From an optimization exercise on the open Yosys and OpenROAD flow, aimed at small area and few clock cycles; shortcuts taken in it are not production practice. The RTL was checked by simulation tests, not by an equivalence proof against the original design.

==> run a: inputs <==
## dpe
module dpe (
    input  wire        clk,
    input  wire        rst,
    input  wire        req_valid,
    output wire        req_ready,
    input  wire [31:0] req_data,
    input  wire        din_valid,
    output wire        din_ready,
    input  wire [7:0]  din_data,
    output wire        rsp_valid,
    input  wire        rsp_ready,
    output wire [31:0] rsp_data,
    output wire        tx_valid,
    input  wire        tx_ready,
    output wire [7:0]  tx_data,
    output wire        tx_last,
    input  wire [8:0]  rd_addr,
    output reg  [7:0]  rd_data
);
    localparam [3:0] OP_CRC16  = 4'h0;
    localparam [3:0] OP_TPOWER = 4'h1;
    localparam [3:0] OP_DECODE = 4'h2;
    localparam [3:0] OP_RXTO   = 4'h3;
    localparam [3:0] OP_SETVOL = 4'h4;
    localparam [3:0] OP_SETOUT = 4'h5;
    localparam [3:0] OP_DB2REG = 4'h6;
    localparam [3:0] OP_TMUTE  = 4'h7;
    localparam [3:0] OP_REG2DB = 4'h8;
    localparam [2:0] S_IDLE = 3'd0;
    localparam [2:0] S_CRC  = 3'd1;
    localparam [2:0] S_DEC  = 3'd2;
    localparam [2:0] S_TX   = 3'd3;
    localparam [2:0] S_RSP  = 3'd4;
    localparam [8:0] P_NAME0 = 9'd23;     
    localparam [8:0] P_NAME1 = 9'd39;     
    localparam [8:0] P_NAMEL = 9'd53;     
    localparam [8:0] P_CH    = 9'd56;     
    localparam [8:0] P_TEXTL = 9'd310;    
    localparam [8:0] P_POW   = 9'd311;
    localparam [8:0] P_MUTE  = 9'd312;
    localparam [8:0] P_VOL   = 9'd314;
    localparam [8:0] P_SAT   = 9'd315;
    function [15:0] crc_byte;
        input [15:0] crc_in;
        input [7:0]  b;
        integer r;
        reg [15:0] c;
        begin
            c = crc_in ^ {b, 8'h00};
            for (r = 0; r < 8; r = r + 1)
                c = c[15] ? ({c[14:0], 1'b0} ^ 16'h1021) : {c[14:0], 1'b0};
            crc_byte = c;
  ...
==> flow/config.mk <==
export PLATFORM = sky130hd
export DESIGN_NAME = dpe
export DESIGN_NICKNAME = dpe
export VERILOG_FILES = /design/flow/design.v
export SDC_FILE = /design/flow/constraint.sdc
export NUM_CORES = 8
export LEC_CHECK = 0
export CAP_MARGIN = 20
export CORE_MARGIN = 2
export CORE_UTILIZATION = 50
export CTS_CLUSTER_DIAMETER = 100
export CTS_CLUSTER_SIZE = 26
export PLACE_DENSITY = 0.6
export SLEW_MARGIN = 20
==> flow/constraint.sdc <==
create_clock -name core_clock -period 10.0 [get_ports {clk}]
set_input_delay 2.0000 -clock core_clock [delete_from_list [all_inputs] [get_ports {clk}]]
set_output_delay 2.0000 -clock core_clock [all_outputs]
set_load 0.01 [all_outputs]
run.sh (not shown) runs the stock make flow with config.mk's settings and CLKGATE_MAP_FILE= SYNTH_SCRIPT=/design/flow/synth_recipe.tcl, a recipe that flattens the netlist after the stock synthesis.
==> run b: changes against run a <==
--- a/flow/design.v
+++ b/flow/design.v
@@ -52,29 +52,38 @@
             crc_byte = c;
         end
     endfunction
     function [15:0] db2reg;
         input [15:0] h;
         reg [7:0]  kp;
-        reg [15:0] mag;
+        reg [1:0]  m2;
+        reg [6:0]  nrm;
+        reg [7:0]  f;
+        reg [2:0]  hi;
         begin
-            if (!h[15] || h >= 16'hFFEC)
+            if (!h[15] || h[15:5] == 11'h7FF && h[4:0] >= 5'h0C)
                 kp = 8'd19;
             else if (h[14:8] != 7'h7F)
                 kp = 8'd255;
             else
                 kp = ~h[7:0];
-            if (kp[7])
-                mag = 16'h3F00 + 16'd896 + {8'd0, 1'b0, kp[6:0]} + 16'd1;
-            else if (kp[6])
-                mag = 16'h3F00 + 16'd768 + {8'd0, kp[5:0], 1'b0} + 16'd2;
-            else if (kp[5])
-                mag = 16'h3F00 + 16'd640 + {8'd0, kp[4:0], 2'b0} + 16'd4;
-            else
-                mag = 16'h3F00 + 16'd512 + {8'd0, kp[3:0], 3'b0} + 16'd8;
-            db2reg = {h[15], mag[14:0]};
+            if (kp[7]) begin
+                m2 = 2'd3; nrm = kp[6:0];
+                f = {1'b0, nrm} + 8'd1;
+            end else if (kp[6]) begin
+                m2 = 2'd2; nrm = {kp[5:0], 1'b0};
+                f = {1'b0, nrm} + 8'd2;
+            end else if (kp[5]) begin
+                m2 = 2'd1; nrm = {kp[4:0], 2'b0};
+                f = {1'b0, nrm} + 8'd4;
+            end else begin
+                m2 = 2'd0; nrm = {kp[3:0], 3'b0};
+                f = {1'b0, nrm} + 8'd8;
+            end
+            hi = {1'b0, m2} + {2'b0, f[7]} + 3'd2;
+            db2reg = {h[15], 1'b1, 4'b0000, hi, f[6:0]};
         end
     endfunction
     reg [7:0]   seq;
     reg         connected;
     reg         src_valid;
     reg [14:0]  ch_present;
@@ -221,14 +230,16 @@
             wire wr = frame_dfire &&
                       ((gr == 0) ? in_name0 :
                        (gr == 1) ? in_name1 : (in_ch && ci == (gr - 2)));
             wire cp = copy && ((gr < 2) ? 1'b1 : st_en[(gr < 2) ? 0 : gr - 2]);
             wire [127:0] s_rot = {stg[gr*128 +: 120], stg[gr*128 + 120 +: 8]};
             wire [127:0] a_rot = {arc[gr*128 +: 120], arc[gr*128 + 120 +: 8]};
-            wire [7:0]   s_ins = wr ? din_data : s_rot[Q*8 +: 8];
-            wire [7:0]   a_ins = cp ? s_rot[Q*8 +: 8] : a_rot[Q*8 +: 8];
+            wire [7:0]   s_ins;
+            wire [7:0]   a_ins;
+            dpe_sel2 #(.W(8)) u_sins (.s(wr), .sn(!wr), .a(din_data), .b(s_rot[Q*8 +: 8]), .y(s_ins));
+            dpe_sel2 #(.W(8)) u_ains (.s(cp), .sn(!cp), .a(s_rot[Q*8 +: 8]), .b(a_rot[Q*8 +: 8]), .y(a_ins));
             genvar gk;
             for (gk = 0; gk < 16; gk = gk + 1) begin : g_oct
                 if (gk == Q) begin : g_ins
                     assign stg_n[gr*128 + gk*8 +: 8] = s_ins;
                     assign arc_n[gr*128 + gk*8 +: 8] = a_ins;
                 end else begin : g_rot
@@ -236,40 +247,52 @@
                     assign arc_n[gr*128 + gk*8 +: 8] = a_rot[gk*8 +: 8];
                 end
             end
         end
     endgenerate
     wire src_wr = frame_dfire && (pos[8:0] < 9'd4);
+    wire [7:0] src_ins;
+    wire [7:0] asrc_ins;
+    dpe_sel2 #(.W(8)) u_srcins  (.s(src_wr), .sn(!src_wr), .a(din_data), .b(stg_src[31:24]), .y(src_ins));
+    dpe_sel2 #(.W(8)) u_asrcins (.s(copy), .sn(!copy), .a(stg_src[31:24]), .b(arc_src[31:24]), .y(asrc_ins));
     always @(posedge clk) begin
-        stg_src <= {stg_src[23:0], src_wr ? din_data : stg_src[31:24]};
-        arc_src <= {arc_src[23:0], copy ? stg_src[31:24] : arc_src[31:24]};
+        stg_src <= {stg_src[23:0], src_ins};
+        arc_src <= {arc_src[23:0], asrc_ins};
     end
-    wire [4:0]  rd_ring = rd_addr[8:4] - 5'd1;
-    wire [3:0]  rd_p    = ph - rd_addr[3:0];
     wire        rd_in_ring = (rd_addr >= 9'd16) && (rd_addr <= 9'd287) && (rd_addr != 9'd47);
-    reg  [16:0] rd_rhot;
-    reg  [15:0] rd_phot;
+    reg  [4:0]  rd_rq;        
     reg         rd_small;
-    reg  [3:0]  rd_sa;
-    integer ri;
+    reg  [3:0]  rd_sa;        
     always @(posedge clk) begin
-        for (ri = 0; ri < 17; ri = ri + 1)
-            rd_rhot[ri] <= rd_in_ring && (rd_ring == ri);
-        for (ri = 0; ri < 16; ri = ri + 1)
-            rd_phot[ri] <= (rd_p == ri);
+        rd_rq    <= rd_in_ring ? (rd_addr[8:4] - 5'd1) : 5'd31;
         rd_small <= (rd_addr[8:4] == 5'd0);
         rd_sa    <= rd_addr[3:0];
     end
-    reg [7:0] ring_octet;
-    integer ra, pa;
-    always @(*) begin
-        ring_octet = 8'h00;
-        for (ra = 0; ra < 17; ra = ra + 1)
-            for (pa = 0; pa < 16; pa = pa + 1)
-                ring_octet = ring_octet | (arc[(ra*16 + pa)*8 +: 8] & {8{rd_rhot[ra] & rd_phot[pa]}});
-    end
+    wire [3:0]  rd_pq = ph - rd_sa - 4'd1;    
+    wire [16:0] rd_rhot_n;
+    wire [15:0] rd_phot_n;
+    genvar gh;
+    generate
+        for (gh = 0; gh < 17; gh = gh + 1) begin : g_rh
+            assign rd_rhot_n[gh] = (rd_rq != gh);
+        end
+        for (gh = 0; gh < 16; gh = gh + 1) begin : g_ph
+            assign rd_phot_n[gh] = (rd_pq != gh);
+        end
+    endgenerate
+    wire [271:0] rd_sel;
+    genvar gx, gy;
+    generate
+        for (gx = 0; gx < 17; gx = gx + 1) begin : g_selr
+            for (gy = 0; gy < 16; gy = gy + 1) begin : g_selp
+                assign rd_sel[gx*16 + gy] = !(rd_rhot_n[gx] | rd_phot_n[gy]);
+            end
+        end
+    endgenerate
+    wire [7:0] ring_octet;
+    dpe_rdmux u_rdmux (.sel(rd_sel), .d(arc), .q(ring_octet));
     wire [1:0]  src_p     = ph[1:0] - rd_sa[1:0] - 2'd1;
     wire [7:0]  src_octet = arc_src[src_p*8 +: 8];
     reg [7:0] small_value;
     always @(*) begin
         small_value = 8'h00;
         if (rd_small) begin
@@ -433,6 +456,44 @@
                 state <= S_IDLE;
             default: state <= S_IDLE;
             endcase
         end
     end
 endmodule
+module dpe_rdmux (
+    input  wire [271:0]  sel,
+    input  wire [2175:0] d,
+    output wire [7:0]    q
+);
+    localparam integer NG = 91;    
+    wire [273:0]  sel_x = {2'b00, sel};
+    wire [2191:0] d_x   = {16'd0, d};
+    wire [8*NG-1:0] g;
+    genvar b, k;
+    generate
+        for (b = 0; b < 8; b = b + 1) begin : g_bit
+            for (k = 0; k < NG; k = k + 1) begin : g_grp
+                dpe_aoi3 u_aoi (
+                    .s0(sel_x[3*k]),     .d0(d_x[(3*k)*8 + b]),
+                    .s1(sel_x[3*k + 1]), .d1(d_x[(3*k + 1)*8 + b]),
+                    .s2(sel_x[3*k + 2]), .d2(d_x[(3*k + 2)*8 + b]),
+                    .y(g[b*NG + k]));
+            end
+            assign q[b] = ~&g[b*NG +: NG];
+        end
+    endgenerate
+endmodule
+module dpe_aoi3 (
+    input  wire s0, d0, s1, d1, s2, d2,
+    output wire y
+);
+    assign y = ~((s0 & d0) | (s1 & d1) | (s2 & d2));
+endmodule
+module dpe_sel2 #(parameter integer W = 8) (
+    input  wire         s,
+    input  wire         sn,
+    input  wire [W-1:0] a,
+    input  wire [W-1:0] b,
+    output wire [W-1:0] y
+);
+    assign y = ({W{s}} & a) | ({W{sn}} & b);
+endmodule
==> flow/flow/run.sh (new file) <==
#!/bin/bash
set -euo pipefail
export CTS_ARGS="-sink_clustering_enable -repair_clock_nets -dont_use_dummy_load -sink_clustering_size 26 -sink_clustering_max_diameter 100"
export BUFFER_PORTS_ARGS="-buffer_cell sky130_fd_sc_hd__buf_1"
bash standard.sh finish > standard.log 2>&1
==> flow/standard.sh (new file) <==
#!/bin/bash
# synth_recipe.tcl (not shown) runs the flow's synth.tcl, then flattens the netlist and writes it again
# the make line also repeats each setting of config.mk as NAME=value (left out here)
make -C /OpenROAD-flow-scripts/flow DESIGN_CONFIG=/design/flow/config.mk WORK_HOME=/design/flow/orfs CLKGATE_MAP_FILE= SYNTH_SCRIPT=/design/flow/synth_recipe.tcl "${@:-finish}"
- SYNTH_HIERARCHICAL: default -> 1
removed: flow/run.sh
==> run c: changes against run a <==
--- a/flow/design.v
+++ b/flow/design.v
@@ -120,18 +120,14 @@
     wire [15:0] rq_outp = {7'b0100000, rq_arg[3],
                            rq_arg[3] ? {1'b0, rq_arg[2:0], 4'd0} : {rq_arg[2:0], 5'd0}};
     wire in_text_zone = (pos[8:0] <= P_TEXTL);
     wire aligned      = (ph == pos[3:0]);
     assign req_ready = (state == S_IDLE);
     assign din_ready = (state == S_CRC) || (state == S_DEC && (!in_text_zone || aligned));
-    wire frame_ok  = hi_ok && (val[7:0] == din_data);
-    wire dec_end   = (state == S_DEC) && din_valid && din_ready && (cnt == 16'd1);
-    wire tx_end    = (state == S_TX) && tx_ready && (pos[9:8] == 2'd3) && (pos[7:0] == 8'd141);
-    assign rsp_valid = (state == S_RSP) || dec_end || tx_end;
-    assign rsp_data  = (state == S_DEC) ? {2'b00, st_err, !st_err && !frame_ok, 12'd0, st_err ? val : 16'd0}
-                                        : {1'b0, code, 12'd0, val};
+    assign rsp_valid = (state == S_RSP);
+    assign rsp_data  = {1'b0, code, 12'd0, val};
     wire req_fire = req_valid && req_ready;
     wire din_fire = din_valid && din_ready;
     wire tx_fire  = tx_valid && tx_ready;
     wire [7:0] c_idx = pos[7:0];
     wire       c_a   = (sop == 3'd1) ? !powered : (sop == 3'd7) ? !muted : 1'b0;
     reg [7:0] tx_octet;
@@ -241,55 +237,56 @@
     wire src_wr = frame_dfire && (pos[8:0] < 9'd4);
     always @(posedge clk) begin
         stg_src <= {stg_src[23:0], src_wr ? din_data : stg_src[31:24]};
         arc_src <= {arc_src[23:0], copy ? stg_src[31:24] : arc_src[31:24]};
     end
     wire [4:0]  rd_ring = rd_addr[8:4] - 5'd1;
-    wire [3:0]  rd_p    = ph - rd_addr[3:0];
-    wire        rd_in_ring = (rd_addr >= 9'd16) && (rd_addr <= 9'd287) && (rd_addr != 9'd47);
-    reg  [16:0] rd_rhot;
-    reg  [15:0] rd_phot;
-    reg         rd_small;
-    reg  [3:0]  rd_sa;
-    integer ri;
-    always @(posedge clk) begin
-        for (ri = 0; ri < 17; ri = ri + 1)
-            rd_rhot[ri] <= rd_in_ring && (rd_ring == ri);
-        for (ri = 0; ri < 16; ri = ri + 1)
-            rd_phot[ri] <= (rd_p == ri);
-        rd_small <= (rd_addr[8:4] == 5'd0);
-        rd_sa    <= rd_addr[3:0];
-    end
+    wire [3:0]  rd_p    = ph - rd_addr[3:0] - 4'd1;
+    wire [8:0]  rd_slot = {rd_ring, rd_p};
+    wire [16:0] rd_rhot;
+    wire [15:0] rd_phot;
+    genvar gs;
+    generate
+        for (gs = 0; gs < 17; gs = gs + 1) begin : g_rh
+            assign rd_rhot[gs] = (rd_ring == gs);
+        end
+        for (gs = 0; gs < 16; gs = gs + 1) begin : g_ph
+            assign rd_phot[gs] = (rd_p == gs);
+        end
+    endgenerate
     reg [7:0] ring_octet;
     integer ra, pa;
     always @(*) begin
         ring_octet = 8'h00;
         for (ra = 0; ra < 17; ra = ra + 1)
             for (pa = 0; pa < 16; pa = pa + 1)
                 ring_octet = ring_octet | (arc[(ra*16 + pa)*8 +: 8] & {8{rd_rhot[ra] & rd_phot[pa]}});
     end
-    wire [1:0]  src_p     = ph[1:0] - rd_sa[1:0] - 2'd1;
+    wire [1:0]  src_p   = ph[1:0] - rd_addr[1:0] - 2'd1;
     wire [7:0]  src_octet = arc_src[src_p*8 +: 8];
-    reg [7:0] small_value;
+    reg [7:0] rd_value;
     always @(*) begin
-        small_value = 8'h00;
-        if (rd_small) begin
-            case (rd_sa)
-                4'd0: small_value = seq;
-                4'd1: small_value = {3'd0, csum_ok, muted, powered, src_valid, connected};
-                4'd2: small_value = {4'd0, active_ch};
-                4'd3: small_value = vol_raw;
-                4'd4, 4'd5, 4'd6, 4'd7: small_value = src_octet;
-                4'd8: small_value = ch_present[7:0];
-                4'd9: small_value = {1'b0, ch_present[14:8]};
-                default: small_value = 8'h00;
+        rd_value = 8'h00;
+        if (rd_addr >= 9'd16 && rd_addr <= 9'd287) begin
+            if (rd_addr != 9'd47)
+                rd_value = ring_octet;
+        end else if (rd_addr[8:4] == 5'd0) begin
+            case (rd_addr[3:0])
+                4'd0: rd_value = seq;
+                4'd1: rd_value = {3'd0, csum_ok, muted, powered, src_valid, connected};
+                4'd2: rd_value = {4'd0, active_ch};
+                4'd3: rd_value = vol_raw;
+                4'd4, 4'd5, 4'd6, 4'd7: rd_value = src_octet;
+                4'd8: rd_value = ch_present[7:0];
+                4'd9: rd_value = {1'b0, ch_present[14:8]};
+                default: rd_value = 8'h00;
             endcase
         end
     end
-    always @(*)
-        rd_data = ring_octet | small_value;
+    always @(posedge clk)
+        rd_data <= rd_value;
     always @(posedge clk) begin
         if (rst) begin
             state      <= S_IDLE;
             ph         <= 4'd0;
             seq        <= 8'd0;
             connected  <= 1'b0;
@@ -397,37 +394,36 @@
                         active_ch <= din_data[5:2];
                     end
                     if (pos[8:0] == P_VOL)
                         vol_raw <= din_data;
                 end
                 if (cnt == 16'd1) begin
-                    state <= rsp_ready ? S_IDLE : S_RSP;
+                    state <= S_RSP;
                     if (st_err) begin
                         code <= 3'd2;
                     end else begin
-                        code       <= frame_ok ? 3'd0 : 3'd1;
+                        code       <= (hi_ok && val[7:0] == din_data) ? 3'd0 : 3'd1;
                         val        <= 16'd0;
                         connected  <= 1'b1;
                         src_valid  <= 1'b1;
-                        csum_ok    <= frame_ok;
+                        csum_ok    <= hi_ok && (val[7:0] == din_data);
                         ch_present <= ch_present | st_en;
                     end
                 end
             end
             S_TX: if (tx_fire) begin
                 if (c_idx < 8'd12)
                     val <= crc_next;
-                if (c_idx == 8'd13)
-                    val <= 16'd0;
                 if (c_idx == 8'd141) begin
                     pos <= {pos[9:8] + 2'd1, 8'd0};
+                    val <= 16'hFFFF;
                     seq <= seq + 8'd1;
-                    if (pos[9:8] == 2'd3)
-                        state <= rsp_ready ? S_IDLE : S_RSP;
-                    else
-                        val <= 16'hFFFF;
+                    if (pos[9:8] == 2'd3) begin
+                        val   <= 16'd0;
+                        state <= S_RSP;
+                    end
                 end else begin
                     pos <= pos + 10'd1;
                 end
             end
             S_RSP: if (rsp_ready)
                 state <= S_IDLE;
- CAP_MARGIN: 20 -> 0
- SLEW_MARGIN: 20 -> 0
==> results.yml <==
status:
  status: "complete, no violations"
power_and_ir_drop:
  total_power_mw: 27.2
placement:
  pre_cts_ws_ns: 1.61
timing:
  fmaxAchievable_mhz: 107
layout:
  clock_cell_area_share: 0.0401
  multi_input_area_share: 0.163
  multi_input_comb_cells: 2680
  fin_nets: 7757
worst_setup_path:
  path_buf_inv: 3
route:
  wl_microns: 296000
Source of the figures above: run b

==> results.yml <==
status:
  status: "complete, no violations"
layout:
  multi_input_area_share: 0.185
  multi_input_comb_cells: 3289
placement:
  pre_cts_ws_ns: 3.49
route:
  wl_microns: 469000
timing:
  fmaxAchievable_mhz: 131
Source of the figures above: run a

==> results.yml <==
status:
  status: "failed layout checks"
  violations: "capacitance limit, slew limit"
placement:
  pre_cts_ws_ns: 1.21
layout:
  multi_input_comb_cells: 3160
  fin_nets: 8427
  clock_cell_area_share: 0.0440
power_and_ir_drop:
  total_power_mw: 28.9
timing:
  fmaxAchievable_mhz: 119
  drv_slew: 29
flow_run:
  maxCapViolCount: 4
Source of the figures above: run c

Testbench counts of run a, summed over its fixed seeds: cycles 185,920.
Testbench counts of run b, summed over its fixed seeds: cycles 185,920.
Testbench counts of run c, summed over its fixed seeds: cycles 186,331.

[afterwards: timing with drivers on the ports]
No port has a modelled driver above. Below, the same layouts with a new extraction and two added sets of constraints. Step 1 (the two cells are an assumption about what drives the block):
set clk [get_ports {clk}]
set_driving_cell -lib_cell sky130_fd_sc_hd__clkbuf_16 $clk
set_driving_cell -lib_cell sky130_fd_sc_hd__buf_2 [delete_from_list [all_inputs] $clk]
Step 2 adds t to the input delays and takes it off the output delays; t is the mean of the earliest and latest rising clock arrival at the registers after step 1. Input paths then give back, and output paths get back, about the clock's delay inside the block. a / b / c = no drivers / after step 1 / after step 2; a / b = the first two.
run	t, ns	setup WS [ns]	hold slack, ns	worst setup path at the end	pins driven straight from the clock port
run a	0.990	2.343 / 2.249 / 3.238	0.286 / 0.286 / 0.286	register to output	1
run b	0.942	0.611 / 0.521 / 1.463	0.245 / 0.245 / 0.245	register to output	1
run c	1.029	1.604 / 1.681 / 0.652	0.296 / 0.296 / 0.296	input to register	1
The setup slack of run c, which loses most, moves by +0.077 ns with the drivers and by -0.952 ns with both steps.
